What follows belongs to an exercise in optimizing a design on an open flow for small area; a production flow would make more cautious choices. Where RTL was checked, it was by simulation tests only, not by an equivalence proof against the original. Power and IR drop assume default switching activity.

==> inputs of maple <==
// tse
module tse (
    input  wire        clk,
    input  wire        rst,
    input  wire        req,
    input  wire        req_we,
    input  wire [8:0]  req_addr,
    input  wire [31:0] req_wdata,
    output reg         rsp_valid,
    output reg         rsp_err,
    output reg  [31:0] rsp_rdata
);
    localparam [2:0] E_NONE = 3'd0, E_CIV = 3'd1, E_OVF = 3'd2,
                     E_ILL  = 3'd3, E_EXH = 3'd4;
    reg  [2:0]  st_err;
    reg         st_trunc;
    reg  [4:0]  st_idx;
    reg         cfg_trunc;
    reg  [15:0] arg_n;
    reg  [4:0]  arg_w;
    reg  [15:0] result;
    reg  [31:0] ts_date;
    reg  [31:0] ts_time;
    reg  [15:0] ts_yday;
    reg  [1:0]  fcode;       
    reg  [5:0]  rd_ptr;
    reg  [1:0]  so_sym;
    reg  [5:0]  so_index;
    reg         popped;
    reg         pj;          
    reg  [2:0]  pms;         
    reg  [6:0]  ra;          
    reg         busy, fin;
    reg         pend_pop;    
    reg  [3:0]  k;
    reg  [3:0]  r1, r2, r3, r4, r5, r6;
    reg  [2:0]  r7;
    reg  [1:0]  ydwin, hwin, q2win;
    reg  [2:0]  mwin;
    reg         lp;
    wire [1:0]  fstd   = fcode - 2'd1;
    wire        fvalid = fcode != 2'd0;
    wire        fbpc   = fcode == 2'd3;
    wire [5:0] fidx = ra[6] ? ra[5:0] : rd_ptr;
    wire [3:0] h12    = {r6[3:2] + {1'b0, lp}, r6[1:0]};
    wire [5:0] bmin   = {mwin[1:0], r5};
    wire [3:0] bwd    = {mwin[2], r7};
    wire [5:0] bday   = {ydwin, r4};
    wire [6:0] yy7    = {r2, 3'b000} + {2'b00, r2, 1'b0} + {3'b000, r1};
    wire       p3     = ^{hwin, h12, bmin, bwd};
    wire       p4     = ^{bday, r3, yy7[5:0]};
    wire [37:0] bseq  = {hwin, 2'b00, h12, bmin, bwd, lp, p3, bday, r3, yy7[5:0], 1'b0, p4};
    reg [1:0] fsym;
    always @* begin
        fsym = 2'd0;
        if (fbpc) begin
  ...
export LEC_CHECK = 0
export CAP_MARGIN = 20
export CORE_MARGIN = 2
export CORE_UTILIZATION = 30
export SLEW_MARGIN = 20
create_clock -name core_clock -period 20.0 [get_ports {clk}]
run.sh (not shown) runs the stock make flow with config.mk's settings and CLKGATE_MAP_FILE= SYNTH_SCRIPT=/design/flow/synth_recipe.tcl, a recipe that flattens the netlist after the stock synthesis.
==> tundra: changes against maple <==
--- a/flow/config.mk
+++ b/flow/config.mk
@@ -8,4 +8,7 @@
 export CAP_MARGIN = 20
 export CORE_MARGIN = 2
-export CORE_UTILIZATION = 30
+export CORE_UTILIZATION = 50
+export CTS_BUF_LIST = sky130_fd_sc_hd__clkbuf_8
+export CTS_CLUSTER_DIAMETER = 50
+export CTS_CLUSTER_SIZE = 14
 export SLEW_MARGIN = 20
==> comparison table <==
quantity	maple	tundra
Length of routed wiring on met1	22.2 mm	21.0 mm
Worst EP arrival	5.43 ns	5.44 ns
Die W	217 um	169 um
Area used by multi-input combinational logic	0.00861 mm2	0.00862 mm2
Maximum number of pins on one net before global-route repair	77	76
Fmax	106 MHz	106 MHz
CP peak stage delay	1.02 ns	1.01 ns
WHS	0.475 ns	0.470 ns
Number of clock buffers in the layout	36	29
Clock root buffer	sky130_fd_sc_hd__clkbuf_16	sky130_fd_sc_hd__clkbuf_8
First-pass detailed-route iteration total	9	7
Top Layer Used	met5	met4
Starting utilization of the core area	30.2%	50.8%
Die footprint	0.0471 mm2	0.0285 mm2
HPWL after detailed placement	36.8 mm	36.0 mm
Min-Delay Startpoint	ts_time[26]	q2win[0]
Clock power share	47.6%	43.7%
Outcome	timing/DRC/antenna clean	timing/DRC/antenna clean
Transition time at the pin with the least slew margin	1.13 ns	1.15 ns
Total power draw	928 uW	862 uW
Non-filler instance count after layout	2,292	2,042
Number of vias after detailed routing	13,300	13,300

========
==> run A: inputs <==
Another version of the RTL of tse (not shown whole).
Settings: LEC_CHECK=0, CAP_MARGIN=0, CORE_MARGIN=2, CORE_UTILIZATION=60, SLEW_MARGIN=0; clock period 20.0 ns.
standard.sh (not shown) runs the stock make flow with config.mk's settings and CLKGATE_MAP_FILE= SYNTH_SCRIPT=/design/flow/synth_recipe.tcl, a recipe that flattens the netlist after the stock synthesis.
==> flow/flow/run.sh <==
#!/bin/bash
# Standard ORFS layout (the standard.sh) with two changes:
#  - plain buf_1 cells as the port buffers instead of delay buffers;
#  - clock tree built from clkbuf_4 cells without dummy balancing loads.
set -euo pipefail
export BUFFER_PORTS_ARGS="-buffer_cell sky130_fd_sc_hd__buf_1"
export CTS_ARGS="-sink_clustering_enable -repair_clock_nets -dont_use_dummy_load -buf_list sky130_fd_sc_hd__clkbuf_4 -sink_clustering_size 10 -sink_clustering_max_diameter 40"
bash standard.sh finish > standard_flow.log 2>&1
==> run Y (differences from run A) <==
--- a/flow/design.v
+++ b/flow/design.v
@@ -28,19 +28,19 @@
     reg  [5:0]  so_index;
     reg         popped;
     reg  [1:0]  psel;        
     reg  [1:0]  psym;        
     reg  [6:0]  ra;          
     reg         busy, fin;
     reg         prim;        
+    reg         ppass;       
     reg         pq, pp;      
     reg         povf, ppar;  
     reg         pend_pop;    
-    reg  [4:0]  k;           
-    wire [3:0]  kb = k[3:0];
+    reg  [3:0]  k;
     reg  [3:0]  r1, r2, r3, r4, r5, r6;
     reg  [2:0]  r7;
     reg  [1:0]  ydwin, hwin, q2win;
     reg  [2:0]  mwin;
     reg         lp;
     wire        fvalid = fcode != 2'd3;
     wire [1:0]  fstd   = fvalid ? fcode : 2'd0;
@@ -101,31 +101,31 @@
                 6'd52: fsym = {1'b0, r7[0]};
                 default: fsym = 2'd0;
             endcase
         end
     end
     reg [13:0] pulse;
     always @* begin
-        case ({psel, psym})
-            4'd0: pulse = 14'd4896;
-            4'd1: pulse = 14'd4596;
-            4'd2: pulse = 14'd4296;
-            4'd3: pulse = 14'd4296;
-            4'd4: pulse = 14'd8392;
-            4'd5: pulse = 14'd8692;
-            4'd6: pulse = 14'd8992;
-            4'd7: pulse = 14'd8992;
-            4'd8: pulse = 14'd8292;
-            4'd9: pulse = 14'd8392;
-            4'd10: pulse = 14'd8492;
-            4'd11: pulse = 14'd8592;
-            4'd12: pulse = 14'd0;
-            4'd13: pulse = 14'd0;
-            4'd14: pulse = 14'd0;
-            4'd15: pulse = 14'd0;
+        case (psel)
+            2'd0: case (psym)
+                    2'd0:    pulse = {2'b01, 2'b00, 10'd800};
+                    2'd1:    pulse = {2'b01, 2'b00, 10'd500};
+                    default: pulse = {2'b01, 2'b00, 10'd200};
+                  endcase
+            2'd1: case (psym)
+                    2'd0:    pulse = {2'b10, 2'b00, 10'd200};
+                    2'd1:    pulse = {2'b10, 2'b00, 10'd500};
+                    default: pulse = {2'b10, 2'b00, 10'd800};
+                  endcase
+            2'd2: case (psym)
+                    2'd0:    pulse = {2'b10, 2'b00, 10'd100};
+                    2'd1:    pulse = {2'b10, 2'b00, 10'd200};
+                    2'd2:    pulse = {2'b10, 2'b00, 10'd300};
+                    default: pulse = {2'b10, 2'b00, 10'd400};
+                  endcase
             default: pulse = 14'd0;
         endcase
     end
     wire [7:0] flen = fbpc ? 8'd19 : fvalid ? 8'd60 : 8'd0;
     always @* begin
         if (ra[6]) begin
             rsp_rdata = {30'd0, fsym};
@@ -160,29 +160,29 @@
     wire       popc     = is_cmd && res_zero && op == 4'hA && stdf == 2'd0;
     wire        w_ok16 = !z_argw && (arg_w >= 5'd1) && (arg_w <= 5'd16);
     wire        w_ok8  = !z_argw && (arg_w >= 5'd1) && (arg_w <= 5'd8);
     wire        pstart = is_cmd && res_zero && stdf == 2'd0 &&
                          (((op == 4'h1 || op == 4'h3 || op == 4'h4) && w_ok16) ||
                           (op == 4'h2 && w_ok8));
     wire [5:0]  wq   = pq ? {arg_w, 1'b0} : {1'b0, arg_w};
-    wire        pbit = !z_argn && arg_n[kb];
-    wire        inm  = {2'b00, kb} < wq;
+    wire        pbit = !z_argn && arg_n[k];
+    wire        inm  = {2'b00, k} < wq;
     wire        pfail = !pp && povf && !cfg_trunc;
     wire [7:0]  minute  = ts_time[15:8];
     wire [7:0]  hour    = ts_time[7:0];
     wire [7:0]  second  = ts_time[23:16];
     wire [7:0]  weekday = ts_time[31:24];
     wire [7:0]  day     = ts_date[31:24];
     wire [7:0]  month   = ts_date[23:16];
-    wire        first16 = kb == 4'd15;
-    wire        first8  = kb == 4'd7;
+    wire        first16 = k == 4'd15;
+    wire        first8  = k == 4'd7;
     wire        lo      = ~k[3];
     wire [15:0] dm      = {6'd0, day[5:0], month[3:0]};
-    wire        yb      = !z_date && ts_date[kb];
-    wire        db      = fbpc ? (!z_date && dm[kb]) : (!z_yday && ts_yday[kb]);
+    wire        yb      = !z_date && ts_date[k];
+    wire        db      = fbpc ? (!z_date && dm[k]) : (!z_yday && ts_yday[k]);
     wire        mb      = !z_time && ((fbpc && k[2:0] == 3'd6) ? weekday[3] : minute[k[2:0]]);
     wire        hb      = !z_time && hour[k[2:0]];
     wire        wb      = !z_time && weekday[k[2:0]];
     function [4:0] d10;      
         input [3:0] r;
         input       b;
         input       div;
@@ -303,15 +303,15 @@
     end
     always @(posedge clk) begin
         if (rst) begin
             clear_all;
             busy      <= 1'b0;
             fin       <= 1'b0;
             prim      <= 1'b0;
-            k         <= 5'd0;
+            k         <= 4'd0;
             rsp_valid <= 1'b0;
             rsp_err   <= 1'b0;
             pend_pop  <= 1'b0;
         end else begin
             rsp_valid <= (req && !start && !popc && !pstart) || fin || pend_pop;
             pend_pop  <= popc;
             if (pend_pop) begin
@@ -324,25 +324,28 @@
                     popped   <= 1'b1;
                     psel <= fstd;
                     psym <= fsym;
                     rd_ptr   <= rd_ptr + 6'd1;
                 end
             end
             rsp_err   <= req && !mapped;
-            fin       <= busy && k == 5'd0;
+            fin       <= busy && k == 4'd0 && (!prim || ppass);
             if (busy) begin
-                k <= k - 5'd1;
-                if (k == 5'd0) busy <= 1'b0;
+                k <= k - 4'd1;
+                if (k == 4'd0) begin
+                    if (prim && !ppass) ppass <= 1'b1;
+                    else busy <= 1'b0;
+                end
             end
             if (busy && prim) begin
-                if (k[4]) begin
-                    povf <= (first16 ? 1'b0 : povf) | (pbit & ~inm);
-                    ppar <= (first16 ? 1'b0 : ppar) ^ (pbit & inm);
+                if (!ppass) begin
+                    povf <= (k == 4'd15 ? 1'b0 : povf) | (pbit & ~inm);
+                    ppar <= (k == 4'd15 ? 1'b0 : ppar) ^ (pbit & inm);
                 end else if (!pfail) begin
-                    result <= {result[14:0], pp ? (kb == 4'd0 && ppar) : (pbit && inm)};
+                    result <= {result[14:0], pp ? (k == 4'd0 && ppar) : (pbit && inm)};
                 end
             end
             if (fin && prim) begin
                 prim <= 1'b0;
                 if (pfail) set_status(E_OVF, 1'b0, 5'd0);
                 else begin
                     set_status(E_NONE, !pp && povf, 5'd0);
@@ -388,15 +391,15 @@
                                 end else begin
                                     set_status(E_NONE, 1'b0, 5'd0);
                                     psel <= stdf;
                                     psym <= arg_n[1:0] & {2{~z_argn}};
                                 end
                             end else begin
                                 busy     <= 1'b1;
-                                k        <= 5'd15;
+                                k        <= 4'd15;
                                 fcode    <= stdf;
                                 rd_ptr   <= 6'd0;
                                 so_sym   <= 2'd0;
                                 so_index <= 6'd0;
                                 popped   <= 1'b0;
                                 psel     <= 2'd3;
                             end
@@ -406,16 +409,17 @@
                             case (op)
                                 4'h0: ;
                                 4'h1, 4'h2, 4'h3, 4'h4: begin
                                     if (!pstart)
                                         set_status(E_ILL, 1'b0, 5'd0);
                                     else begin
                                         busy  <= 1'b1;
-                                        k     <= 5'd31;
+                                        k     <= 4'd15;
                                         prim  <= 1'b1;
+                                        ppass <= 1'b0;
                                         pq    <= op == 4'h2;
                                         pp    <= op[2] || op == 4'h3;
                                     end
                                 end
                                 4'hA: ;   
                                 4'hB: begin
                                     set_status(E_NONE, 1'b0, 5'd0);
CAP_MARGIN = 20   (was 0)
GPL_TIMING_DRIVEN = 0   (was unset)
SLEW_MARGIN = 20   (was 0)
==> notes <==
- In run A the sequential share of layout area is higher than in run Y, by 0.47 points.
- Flip-flop and latch count is the same in run Y and run A.
- In run A the register-to-register slack is worse than in run Y, by 0.22 ns.
- Of run A and run Y, run Y has the higher fmax (gap 1.7%, measured against run Y).
For run A, only the layout was checked, not whether the RTL still works.

========
==> inputs of 04-03 <==
Another version of the RTL of tse (not shown whole).
clock: 20.0 ns
lec_check: 0
cap_margin: 20
core_margin: 2
core_utilization: 50
slew_margin: 20
==> flow/flow/run.sh <==
#!/bin/bash
# Standard ORFS layout (the standard.sh) with two changes:
#  - plain buf_1 cells as the port buffers instead of delay buffers;
#  - clock tree built from clkbuf_8 cells without dummy balancing loads.
set -euo pipefail
export BUFFER_PORTS_ARGS="-buffer_cell sky130_fd_sc_hd__buf_1"
export CTS_ARGS="-sink_clustering_enable -repair_clock_nets -dont_use_dummy_load -buf_list sky130_fd_sc_hd__clkbuf_8 -sink_clustering_size 16 -sink_clustering_max_diameter 50"
bash standard.sh finish > standard_flow.log 2>&1
==> 01-27 (differences from 04-03) <==
--- a/flow/design.v
+++ b/flow/design.v
@@ -26,16 +26,20 @@
     reg  [5:0]  rd_ptr;
     reg  [1:0]  so_sym;
     reg  [5:0]  so_index;
     reg         popped;
     reg  [1:0]  psel;        
     reg  [1:0]  psym;        
     reg  [6:0]  ra;          
     reg         busy, fin;
+    reg         prim;        
+    reg         ppass;       
+    reg         pq, pp;      
+    reg         povf, ppar;  
     reg         pend_pop;    
     reg  [3:0]  k;
     reg  [3:0]  r1, r2, r3, r4, r5, r6;
     reg  [2:0]  r7;
     reg  [1:0]  ydwin, hwin, q2win;
     reg  [2:0]  mwin;
     reg         lp;
     wire        fvalid = fcode != 2'd3;
@@ -151,25 +155,23 @@
     wire [3:0] op       = req_wdata[3:0];
     wire [1:0] stdf     = req_wdata[5:4];
     wire       res_zero = req_wdata[31:6] == 26'd0;
     wire       is_cmd   = wr && wa == 4'd0;
     wire       start    = is_cmd && res_zero && op == 4'h8 && stdf != 2'd3;
     wire       popc     = is_cmd && res_zero && op == 4'hA && stdf == 2'd0;
     wire        w_ok16 = !z_argw && (arg_w >= 5'd1) && (arg_w <= 5'd16);
     wire        w_ok8  = !z_argw && (arg_w >= 5'd1) && (arg_w <= 5'd8);
-    wire [5:0]  wq = (op == 4'h2) ? {arg_w, 1'b0} : {1'b0, arg_w};
-    reg  [15:0] tmask;
-    integer i;
-    always @* begin
-        for (i = 0; i < 16; i = i + 1)
-            tmask[i] = wq > i;
-    end
-    wire        t_ovf   = !z_argn && (arg_n & ~tmask) != 16'd0;
-    wire        par_val = !z_argn && ^(arg_n & tmask);
+    wire        pstart = is_cmd && res_zero && stdf == 2'd0 &&
+                         (((op == 4'h1 || op == 4'h3 || op == 4'h4) && w_ok16) ||
+                          (op == 4'h2 && w_ok8));
+    wire [5:0]  wq   = pq ? {arg_w, 1'b0} : {1'b0, arg_w};
+    wire        pbit = !z_argn && arg_n[k];
+    wire        inm  = {2'b00, k} < wq;
+    wire        pfail = !pp && povf && !cfg_trunc;
     wire [7:0]  minute  = ts_time[15:8];
     wire [7:0]  hour    = ts_time[7:0];
     wire [7:0]  second  = ts_time[23:16];
     wire [7:0]  weekday = ts_time[31:24];
     wire [7:0]  day     = ts_date[31:24];
     wire [7:0]  month   = ts_date[23:16];
     wire        first16 = k == 4'd15;
     wire        first8  = k == 4'd7;
@@ -270,72 +272,92 @@
                 4'd7: ts_time <= req_wdata;
                 4'd8: ts_yday <= req_wdata[15:0];
                 default: ;
             endcase
         end
     end
     always @(posedge clk) begin
         ra <= {req_addr[8], req_addr[7:2]};
-        if (busy) begin
+        if (busy && !prim) begin
             r1 <= u1[3:0];
             r2 <= u2[3:0];
             q2win <= {q2win[0], u2[4]};
             r3 <= u3[3:0];
             r4 <= u4[3:0];
             ydwin <= {ydwin[0], u4[4]};
             if (lo) begin
                 r5 <= u5[3:0];
                 mwin <= {mwin[1:0], u5[4]};
                 r6 <= u6[3:0];
                 hwin <= {hwin[0], u6[4]};
                 r7 <= u7;
             end
         end
-        if (fin) begin
+        if (fin && !prim) begin
             if (fbpc) begin
                 hwin <= p1;
                 lp   <= pm;
             end else begin
                 lp   <= leap;
             end
         end
     end
     always @(posedge clk) begin
         if (rst) begin
             clear_all;
             busy      <= 1'b0;
             fin       <= 1'b0;
+            prim      <= 1'b0;
             k         <= 4'd0;
             rsp_valid <= 1'b0;
             rsp_err   <= 1'b0;
             pend_pop  <= 1'b0;
         end else begin
-            rsp_valid <= (req && !start && !popc) || fin || pend_pop;
+            rsp_valid <= (req && !start && !popc && !pstart) || fin || pend_pop;
             pend_pop  <= popc;
             if (pend_pop) begin
                 if (!fvalid || {2'b00, rd_ptr} >= flen)
                     set_status(E_EXH, 1'b0, 5'd0);
                 else begin
                     set_status(E_NONE, 1'b0, 5'd0);
                     so_sym   <= fsym;
                     so_index <= rd_ptr;
                     popped   <= 1'b1;
                     psel <= fstd;
                     psym <= fsym;
                     rd_ptr   <= rd_ptr + 6'd1;
                 end
             end
             rsp_err   <= req && !mapped;
-            fin       <= busy && k == 4'd0;
+            fin       <= busy && k == 4'd0 && (!prim || ppass);
             if (busy) begin
                 k <= k - 4'd1;
-                if (k == 4'd0) busy <= 1'b0;
+                if (k == 4'd0) begin
+                    if (prim && !ppass) ppass <= 1'b1;
+                    else busy <= 1'b0;
+                end
+            end
+            if (busy && prim) begin
+                if (!ppass) begin
+                    povf <= (k == 4'd15 ? 1'b0 : povf) | (pbit & ~inm);
+                    ppar <= (k == 4'd15 ? 1'b0 : ppar) ^ (pbit & inm);
+                end else if (!pfail) begin
+                    result <= {result[14:0], pp ? (k == 4'd0 && ppar) : (pbit && inm)};
+                end
+            end
+            if (fin && prim) begin
+                prim <= 1'b0;
+                if (pfail) set_status(E_OVF, 1'b0, 5'd0);
+                else begin
+                    set_status(E_NONE, !pp && povf, 5'd0);
+                    z_res <= 1'b0;
+                end
             end
-            if (fin) begin
+            if (fin && !prim) begin
                 if (fbpc) begin
                     if (!bpc_ok)                     build_end(1'b1, E_CIV, 5'd0, 1'b0);
                     else if (!cfg_trunc && bovf_hr)  build_end(1'b1, E_OVF, 5'd2, 1'b0);
                     else if (!cfg_trunc && bovf_min) build_end(1'b1, E_OVF, 5'd4, 1'b0);
                     else if (!cfg_trunc && bovf_wd)  build_end(1'b1, E_OVF, 5'd7, 1'b0);
                     else if (!cfg_trunc && bovf_day) build_end(1'b1, E_OVF, 5'd10, 1'b0);
                     else if (!cfg_trunc && bovf_mon) build_end(1'b1, E_OVF, 5'd13, 1'b0);
                     else if (!cfg_trunc && bovf_yy)  build_end(1'b1, E_OVF, 5'd15, 1'b0);
@@ -381,45 +403,26 @@
                                 popped   <= 1'b0;
                                 psel     <= 2'd3;
                             end
                         end else if (stdf != 2'd0) begin
                             set_status(E_ILL, 1'b0, 5'd0);
                         end else begin
                             case (op)
                                 4'h0: ;
-                                4'h1: begin
-                                    if (!w_ok16)
-                                        set_status(E_ILL, 1'b0, 5'd0);
-                                    else if (t_ovf && !cfg_trunc)
-                                        set_status(E_OVF, 1'b0, 5'd0);
-                                    else begin
-                                        set_status(E_NONE, t_ovf, 5'd0);
-                                        result <= arg_n & tmask;
-                                        z_res  <= z_argn;
-                                    end
-                                end
-                                4'h2: begin
-                                    if (!w_ok8)
-                                        set_status(E_ILL, 1'b0, 5'd0);
-                                    else if (t_ovf && !cfg_trunc)
-                                        set_status(E_OVF, 1'b0, 5'd0);
-                                    else begin
-                                        set_status(E_NONE, t_ovf, 5'd0);
-                                        result <= arg_n & tmask;
-                                        z_res  <= z_argn;
-                                    end
-                                end
-                                4'h3, 4'h4: begin
-                                    if (!w_ok16)
+                                4'h1, 4'h2, 4'h3, 4'h4: begin
+                                    if (!pstart)
                                         set_status(E_ILL, 1'b0, 5'd0);
                                     else begin
-                                        set_status(E_NONE, 1'b0, 5'd0);
-                                        result <= {15'd0, par_val};
-                                        z_res  <= 1'b0;
+                                        busy  <= 1'b1;
+                                        k     <= 4'd15;
+                                        prim  <= 1'b1;
+                                        ppass <= 1'b0;
+                                        pq    <= op == 4'h2;
+                                        pp    <= op[2] || op == 4'h3;
                                     end
                                 end
                                 4'hA: ;   
                                 4'hB: begin
                                     set_status(E_NONE, 1'b0, 5'd0);
                                     rd_ptr <= 6'd0;
                                 end
                                 4'hF: clear_all;
==> flow/flow/run.sh (replaced) <==
#!/bin/bash
# Standard ORFS layout (the standard.sh) with two changes:
#  - plain buf_1 cells as the port buffers instead of delay buffers;
#  - clock tree built from clkbuf_4 cells without dummy balancing loads.
set -euo pipefail
export BUFFER_PORTS_ARGS="-buffer_cell sky130_fd_sc_hd__buf_1"
export CTS_ARGS="-sink_clustering_enable -repair_clock_nets -dont_use_dummy_load -buf_list sky130_fd_sc_hd__clkbuf_4 -sink_clustering_size 10 -sink_clustering_max_diameter 40"
bash standard.sh finish > standard_flow.log 2>&1
- CAP_MARGIN: 20 -> 0
- CORE_UTILIZATION: 50 -> 70
- GPL_TIMING_DRIVEN: not set -> 0
- SLEW_MARGIN: 20 -> 0
==> 10-05 (differences from 04-03) <==
--- a/flow/design.v
+++ b/flow/design.v
@@ -26,16 +26,20 @@
     reg  [5:0]  rd_ptr;
     reg  [1:0]  so_sym;
     reg  [5:0]  so_index;
     reg         popped;
     reg  [1:0]  psel;        
     reg  [1:0]  psym;        
     reg  [6:0]  ra;          
     reg         busy, fin;
+    reg         prim;        
+    reg         ppass;       
+    reg         pq, pp;      
+    reg         povf, ppar;  
     reg         pend_pop;    
     reg  [3:0]  k;
     reg  [3:0]  r1, r2, r3, r4, r5, r6;
     reg  [2:0]  r7;
     reg  [1:0]  ydwin, hwin, q2win;
     reg  [2:0]  mwin;
     reg         lp;
     wire        fvalid = fcode != 2'd3;
@@ -151,25 +155,23 @@
     wire [3:0] op       = req_wdata[3:0];
     wire [1:0] stdf     = req_wdata[5:4];
     wire       res_zero = req_wdata[31:6] == 26'd0;
     wire       is_cmd   = wr && wa == 4'd0;
     wire       start    = is_cmd && res_zero && op == 4'h8 && stdf != 2'd3;
     wire       popc     = is_cmd && res_zero && op == 4'hA && stdf == 2'd0;
     wire        w_ok16 = !z_argw && (arg_w >= 5'd1) && (arg_w <= 5'd16);
     wire        w_ok8  = !z_argw && (arg_w >= 5'd1) && (arg_w <= 5'd8);
-    wire [5:0]  wq = (op == 4'h2) ? {arg_w, 1'b0} : {1'b0, arg_w};
-    reg  [15:0] tmask;
-    integer i;
-    always @* begin
-        for (i = 0; i < 16; i = i + 1)
-            tmask[i] = wq > i;
-    end
-    wire        t_ovf   = !z_argn && (arg_n & ~tmask) != 16'd0;
-    wire        par_val = !z_argn && ^(arg_n & tmask);
+    wire        pstart = is_cmd && res_zero && stdf == 2'd0 &&
+                         (((op == 4'h1 || op == 4'h3 || op == 4'h4) && w_ok16) ||
+                          (op == 4'h2 && w_ok8));
+    wire [5:0]  wq   = pq ? {arg_w, 1'b0} : {1'b0, arg_w};
+    wire        pbit = !z_argn && arg_n[k];
+    wire        inm  = {2'b00, k} < wq;
+    wire        pfail = !pp && povf && !cfg_trunc;
     wire [7:0]  minute  = ts_time[15:8];
     wire [7:0]  hour    = ts_time[7:0];
     wire [7:0]  second  = ts_time[23:16];
     wire [7:0]  weekday = ts_time[31:24];
     wire [7:0]  day     = ts_date[31:24];
     wire [7:0]  month   = ts_date[23:16];
     wire        first16 = k == 4'd15;
     wire        first8  = k == 4'd7;
@@ -270,72 +272,92 @@
                 4'd7: ts_time <= req_wdata;
                 4'd8: ts_yday <= req_wdata[15:0];
                 default: ;
             endcase
         end
     end
     always @(posedge clk) begin
         ra <= {req_addr[8], req_addr[7:2]};
-        if (busy) begin
+        if (busy && !prim) begin
             r1 <= u1[3:0];
             r2 <= u2[3:0];
             q2win <= {q2win[0], u2[4]};
             r3 <= u3[3:0];
             r4 <= u4[3:0];
             ydwin <= {ydwin[0], u4[4]};
             if (lo) begin
                 r5 <= u5[3:0];
                 mwin <= {mwin[1:0], u5[4]};
                 r6 <= u6[3:0];
                 hwin <= {hwin[0], u6[4]};
                 r7 <= u7;
             end
         end
-        if (fin) begin
+        if (fin && !prim) begin
             if (fbpc) begin
                 hwin <= p1;
                 lp   <= pm;
             end else begin
                 lp   <= leap;
             end
         end
     end
     always @(posedge clk) begin
         if (rst) begin
             clear_all;
             busy      <= 1'b0;
             fin       <= 1'b0;
+            prim      <= 1'b0;
             k         <= 4'd0;
             rsp_valid <= 1'b0;
             rsp_err   <= 1'b0;
             pend_pop  <= 1'b0;
         end else begin
-            rsp_valid <= (req && !start && !popc) || fin || pend_pop;
+            rsp_valid <= (req && !start && !popc && !pstart) || fin || pend_pop;
             pend_pop  <= popc;
             if (pend_pop) begin
                 if (!fvalid || {2'b00, rd_ptr} >= flen)
                     set_status(E_EXH, 1'b0, 5'd0);
                 else begin
                     set_status(E_NONE, 1'b0, 5'd0);
                     so_sym   <= fsym;
                     so_index <= rd_ptr;
                     popped   <= 1'b1;
                     psel <= fstd;
                     psym <= fsym;
                     rd_ptr   <= rd_ptr + 6'd1;
                 end
             end
             rsp_err   <= req && !mapped;
-            fin       <= busy && k == 4'd0;
+            fin       <= busy && k == 4'd0 && (!prim || ppass);
             if (busy) begin
                 k <= k - 4'd1;
-                if (k == 4'd0) busy <= 1'b0;
+                if (k == 4'd0) begin
+                    if (prim && !ppass) ppass <= 1'b1;
+                    else busy <= 1'b0;
+                end
+            end
+            if (busy && prim) begin
+                if (!ppass) begin
+                    povf <= (k == 4'd15 ? 1'b0 : povf) | (pbit & ~inm);
+                    ppar <= (k == 4'd15 ? 1'b0 : ppar) ^ (pbit & inm);
+                end else if (!pfail) begin
+                    result <= {result[14:0], pp ? (k == 4'd0 && ppar) : (pbit && inm)};
+                end
+            end
+            if (fin && prim) begin
+                prim <= 1'b0;
+                if (pfail) set_status(E_OVF, 1'b0, 5'd0);
+                else begin
+                    set_status(E_NONE, !pp && povf, 5'd0);
+                    z_res <= 1'b0;
+                end
             end
-            if (fin) begin
+            if (fin && !prim) begin
                 if (fbpc) begin
                     if (!bpc_ok)                     build_end(1'b1, E_CIV, 5'd0, 1'b0);
                     else if (!cfg_trunc && bovf_hr)  build_end(1'b1, E_OVF, 5'd2, 1'b0);
                     else if (!cfg_trunc && bovf_min) build_end(1'b1, E_OVF, 5'd4, 1'b0);
                     else if (!cfg_trunc && bovf_wd)  build_end(1'b1, E_OVF, 5'd7, 1'b0);
                     else if (!cfg_trunc && bovf_day) build_end(1'b1, E_OVF, 5'd10, 1'b0);
                     else if (!cfg_trunc && bovf_mon) build_end(1'b1, E_OVF, 5'd13, 1'b0);
                     else if (!cfg_trunc && bovf_yy)  build_end(1'b1, E_OVF, 5'd15, 1'b0);
@@ -381,45 +403,26 @@
                                 popped   <= 1'b0;
                                 psel     <= 2'd3;
                             end
                         end else if (stdf != 2'd0) begin
                             set_status(E_ILL, 1'b0, 5'd0);
                         end else begin
                             case (op)
                                 4'h0: ;
-                                4'h1: begin
-                                    if (!w_ok16)
-                                        set_status(E_ILL, 1'b0, 5'd0);
-                                    else if (t_ovf && !cfg_trunc)
-                                        set_status(E_OVF, 1'b0, 5'd0);
-                                    else begin
-                                        set_status(E_NONE, t_ovf, 5'd0);
-                                        result <= arg_n & tmask;
-                                        z_res  <= z_argn;
-                                    end
-                                end
-                                4'h2: begin
-                                    if (!w_ok8)
-                                        set_status(E_ILL, 1'b0, 5'd0);
-                                    else if (t_ovf && !cfg_trunc)
-                                        set_status(E_OVF, 1'b0, 5'd0);
-                                    else begin
-                                        set_status(E_NONE, t_ovf, 5'd0);
-                                        result <= arg_n & tmask;
-                                        z_res  <= z_argn;
-                                    end
-                                end
-                                4'h3, 4'h4: begin
-                                    if (!w_ok16)
+                                4'h1, 4'h2, 4'h3, 4'h4: begin
+                                    if (!pstart)
                                         set_status(E_ILL, 1'b0, 5'd0);
                                     else begin
-                                        set_status(E_NONE, 1'b0, 5'd0);
-                                        result <= {15'd0, par_val};
-                                        z_res  <= 1'b0;
+                                        busy  <= 1'b1;
+                                        k     <= 4'd15;
+                                        prim  <= 1'b1;
+                                        ppass <= 1'b0;
+                                        pq    <= op == 4'h2;
+                                        pp    <= op[2] || op == 4'h3;
                                     end
                                 end
                                 4'hA: ;   
                                 4'hB: begin
                                     set_status(E_NONE, 1'b0, 5'd0);
                                     rd_ptr <= 6'd0;
                                 end
                                 4'hF: clear_all;
==> flow/flow/run.sh (replaced) <==
#!/bin/bash
# Standard ORFS layout (the standard.sh) with two changes:
#  - plain buf_1 cells as the port buffers instead of delay buffers;
#  - clock tree built from clkbuf_4 cells without dummy balancing loads.
set -euo pipefail
export BUFFER_PORTS_ARGS="-buffer_cell sky130_fd_sc_hd__buf_1"
export CTS_ARGS="-sink_clustering_enable -repair_clock_nets -dont_use_dummy_load -buf_list sky130_fd_sc_hd__clkbuf_4 -sink_clustering_size 10 -sink_clustering_max_diameter 40"
bash standard.sh finish > standard_flow.log 2>&1
- CAP_MARGIN: 20 -> 0
- CORE_UTILIZATION: 50 -> 60
- SLEW_MARGIN: 20 -> 0
==> 03-15 (differences from 04-03) <==
==> flow/flow/run.sh (replaced) <==
#!/bin/bash
# Standard ORFS layout (the standard.sh) with two changes:
#  - plain buf_1 cells as the port buffers instead of delay buffers;
#  - clock tree built from clkbuf_4 cells without dummy balancing loads.
set -euo pipefail
export BUFFER_PORTS_ARGS="-buffer_cell sky130_fd_sc_hd__buf_1"
export CTS_ARGS="-sink_clustering_enable -repair_clock_nets -dont_use_dummy_load -buf_list sky130_fd_sc_hd__clkbuf_4 -sink_clustering_size 10 -sink_clustering_max_diameter 40"
bash standard.sh finish > standard_flow.log 2>&1
- CORE_UTILIZATION: 50 -> 60
==> comparison <==
- Against 04-03, the worst hold slack of 10-05 is worse by 0.066 ns.
- Wire length, highest first: 04-03, 03-15, 01-27, 10-05.
- Of 04-03 and 01-27, 01-27 has the higher register-to-register slack (gap 0.21 ns).
- 03-15 went through all stages and came out clean. 10-05 completed with no timing, DRC or antenna violations. 04-03 passed the timing, design-rule and antenna checks. 01-27 completed with no timing, DRC or antenna violations.
- Of 03-15 and 10-05, 03-15 has the higher clock skew (gap 0.033 ns).
- Of 03-15 and 04-03, 03-15 has the higher setup slack (gap 0.26 ns).
- Critical path depth is the same in 04-03 and 03-15.

## re-timing with driven ports
Ports are ideal in the flow. The routed layouts listed here were re-timed in OpenROAD.
Step 1 (the two cells are an assumption about what drives the block):
set clk [get_ports {clk}]
set_driving_cell -lib_cell sky130_fd_sc_hd__clkbuf_16 $clk
set_driving_cell -lib_cell sky130_fd_sc_hd__buf_2 [delete_from_list [all_inputs] $clk]
Step 2, shift: input delay + t, output delay - t, t = (earliest + latest rising clock arrival at the registers) / 2. This alone moves slack from input paths to output paths.
Slacks: ideal ports / drivers / drivers and shift; pairs: ideal ports / drivers.
run	t, ns	setup slack, ns	cell pins on the clock port's net
maple	0.591	10.567 / 10.514 / 11.105	1
tundra	0.641	10.564 / 10.517 / 11.158	1
run A	0.671	10.879 / 10.834 / 11.505	1
run Y	0.649	11.035 / 10.990 / 11.639	1
04-03	0.613	10.951 / 10.902 / 11.515	1
01-27	0.662	11.171 / 11.126 / 11.789	1
10-05	0.752	11.087 / 11.042 / 11.794	1
03-15	0.677	11.207 / 11.164 / 11.841	1
After both steps setup and hold are still met in every run listed.
